This design comes from an exercise in tuning for small area, a short achievable clock period and few clock cycles on the open sky130 flow, not from production work. The RTL was checked by simulation tests, not by an equivalence proof against the original design. Power and IR drop assume default switching activity.

==> flow/design.v (excerpt) <==
module updi_host (
    input  wire        clk,
    input  wire        rst,
    input  wire        cfg_a24,
    input  wire        req_valid,
    output wire        req_ready,
    input  wire [4:0]  req_op,
    input  wire        req_wide,
    input  wire [23:0] req_addr,
    input  wire [15:0] req_data,
    input  wire [16:0] req_len,
    output wire        rsp_valid,
    output wire [2:0]  rsp_kind,
    output wire [2:0]  rsp_stage,
    output wire [2:0]  rsp_cause,
    output wire [15:0] rsp_data,
    output wire [1:0]  life,
    output wire [1:0]  session,
    output wire        desync,
    input  wire        wd_valid,
    output wire        wd_ready,
    input  wire [7:0]  wd_data,
    output wire        rd_valid,
    output wire [7:0]  rd_data,
    output wire        ctl_valid,
    output wire [2:0]  ctl_cmd,
    input  wire        ctl_ready,
    input  wire        ctl_fail,
    output wire        tx_valid,
    output wire [7:0]  tx_data,
    input  wire        tx_ready,
    input  wire        rx_valid,
    input  wire        rx_err,
    input  wire [7:0]  rx_data,
    output wire        rx_ready
);
clock: 8.0 ns
lec_check: 0
abc_area: 1
cap_margin: 20
core_margin: 2
core_utilization: 40
setup_slack_margin: 3.5
slew_margin: 20
standard.sh (not shown) runs the stock make flow with config.mk's settings and CLKGATE_MAP_FILE= SYNTH_SCRIPT=/design/flow/synth_recipe.tcl, a recipe that flattens the netlist after the stock synthesis.
==> flow/flow/run.sh <==
#!/bin/bash
set -o pipefail
export BUFFER_PORTS_ARGS="-buffer_cell sky130_fd_sc_hd__buf_1"
bash standard.sh > standard.log 2>&1
Testbench counts at the start, summed over its fixed seeds: cycles 22,261.
Edit:
==> flow/run.sh (new file) <==
#!/bin/bash
# synth_recipe.tcl (not shown) runs the flow's synth.tcl, then flattens the netlist and writes it again
# the make line also repeats each setting of config.mk as NAME=value (left out here)
make -C /OpenROAD-flow-scripts/flow DESIGN_CONFIG=/design/flow/config.mk WORK_HOME=/design/flow/orfs CLKGATE_MAP_FILE= SYNTH_SCRIPT=/design/flow/synth_recipe.tcl finish
--- a/flow/config.mk
+++ b/flow/config.mk
@@ -8 +8 @@
-export ABC_AREA = 1
+export ABC_CLOCK_PERIOD_IN_PS = 4000
removed: flow/flow/run.sh
removed: flow/standard.sh
After rerunning: Die area goes up by a few percent; hold slack is better by 0.0049 ns; setup slack is worse by 0.34 ns; register-to-register slack is worse by 0.26 ns; routed wire length goes up by a little under a tenth; design area goes up by roughly a tenth; area after synthesis goes up by a few percent; cell count goes down by a few percent; count of clock-buffer cells in the layout goes down by 2; critical path depth goes down by 4.
Edit:
==> flow/flow/run.sh (new file) <==
#!/bin/bash
set -o pipefail
export BUFFER_PORTS_ARGS="-buffer_cell sky130_fd_sc_hd__buf_1"
bash standard.sh > standard.log 2>&1
==> flow/standard.sh (new file) <==
#!/bin/bash
# synth_recipe.tcl (not shown) runs the flow's synth.tcl, then flattens the netlist and writes it again
# the make line also repeats each setting of config.mk as NAME=value (left out here)
make -C /OpenROAD-flow-scripts/flow DESIGN_CONFIG=/design/flow/config.mk WORK_HOME=/design/flow/orfs CLKGATE_MAP_FILE= SYNTH_SCRIPT=/design/flow/synth_recipe.tcl "${@:-finish}"
--- a/flow/config.mk
+++ b/flow/config.mk
@@ -8 +8 @@
-export ABC_CLOCK_PERIOD_IN_PS = 4000
+export ABC_AREA = 1
@@ -11,0 +12,2 @@
+export CTS_CLUSTER_DIAMETER = 100
+export CTS_CLUSTER_SIZE = 25
removed: flow/run.sh
After rerunning: The new run finished with timing, DRC and antenna clean; sequential cell count is unchanged; sequential share of layout area went up by 5.7 points; cell count went up by a few percent; clock-buffer cell count went down by 30; utilization went down by 3.6 points; worst hold slack gains 0.0092 ns; cell area went down by roughly a tenth.
Edit:
==> flow/run.sh (new file) <==
#!/bin/bash
# synth_recipe.tcl (not shown) runs the flow's synth.tcl, then flattens the netlist and writes it again
# the make line also repeats each setting of config.mk as NAME=value (left out here)
make -C /OpenROAD-flow-scripts/flow DESIGN_CONFIG=/design/flow/config.mk WORK_HOME=/design/flow/orfs CLKGATE_MAP_FILE= SYNTH_SCRIPT=/design/flow/synth_recipe.tcl finish
--- a/flow/config.mk
+++ b/flow/config.mk
@@ -8 +8 @@
-export ABC_AREA = 1
+export ABC_CLOCK_PERIOD_IN_PS = 4000
@@ -12,2 +12,2 @@
-export CTS_CLUSTER_DIAMETER = 100
-export CTS_CLUSTER_SIZE = 25
+export CTS_BUF_LIST = sky130_fd_sc_hd__clkbuf_4 sky130_fd_sc_hd__clkbuf_8
+export CTS_CLUSTER_SIZE = 30
removed: flow/flow/run.sh
removed: flow/standard.sh
After rerunning: Worst hold slack is worse by 0.021 ns; combinational power climbs by 58%; first-iteration DRC count climbs by 45%; count of clock-buffer cells in the layout climbs by 67.
Edit:
--- a/flow/config.mk
+++ b/flow/config.mk
@@ -8 +8 @@
-export ABC_CLOCK_PERIOD_IN_PS = 4000
+export ABC_AREA = 1
@@ -12,3 +12 @@
-export CTS_BUF_LIST = sky130_fd_sc_hd__clkbuf_4 sky130_fd_sc_hd__clkbuf_8
-export CTS_CLUSTER_SIZE = 30
-export SETUP_SLACK_MARGIN = 3.5
+export SETUP_SLACK_MARGIN = 4.5
Result: Power shrinks by 6.1%. Synthesized area falls by 5.7%. Sequential power fell by about 5%. Maximum frequency climbs by 10%. Final cell count climbs by 8.6%. Hold slack improved by 0.014 ns. Routed wire length falls by 2.2%. Clock-buffer cell count is lower by 40. Global-route usage rises by 0.45 points.
Edit:
--- a/flow/config.mk
+++ b/flow/config.mk
@@ -12 +12 @@
-export SETUP_SLACK_MARGIN = 4.5
+export SETUP_SLACK_MARGIN = 3.5
The new run went through all stages and came out clean.
Final cell count drops by 1.8%.
Hold slack loses 0.014 ns.
Global-route usage drops by 1.3 points.
Wire length drops by about 6%.
Combinational power drops by 21%.
Synthesized area stays the same.

-- afterwards: timing with drivers on the ports --
The flow's constraints put no driver on any port. The routed layouts listed below were extracted and timed again, unchanged, in two steps. Step 1: set_driving_cell puts a clkbuf_16 on clk and a buf_2 on each other input, an assumption about the parent block. Step 2, shift: input delay + t, output delay - t, t = (earliest + latest rising clock arrival at the registers) / 2. This alone moves slack from input paths to output paths. Slacks: ideal / step 1 / step 2; pairs: ideal / step 1.
run | t (ns) | setup slack, ns | hold WS [ns]
the first run | 0.628 | 3.338 / 3.300 / 2.873 | 0.317 / 0.317 / 0.317
the second run | 0.611 | 3.001 / 2.956 / 2.662 | 0.322 / 0.322 / 0.322
the third run | 0.604 | 3.426 / 3.388 / 2.923 | 0.331 / 0.331 / 0.331
the fourth run | 0.663 | 2.999 / 2.955 / 2.955 | 0.310 / 0.310 / 0.310
the fifth run | 0.613 | 3.464 / 3.423 / 3.085 | 0.324 / 0.324 / 0.324
the sixth run | 0.623 | 3.404 / 3.366 / 2.797 | 0.310 / 0.310 / 0.310
After both steps every run listed still meets setup and hold. The setup slack of the sixth run, which loses most, moves by -0.038 ns with the drivers and by -0.607 ns with both steps.
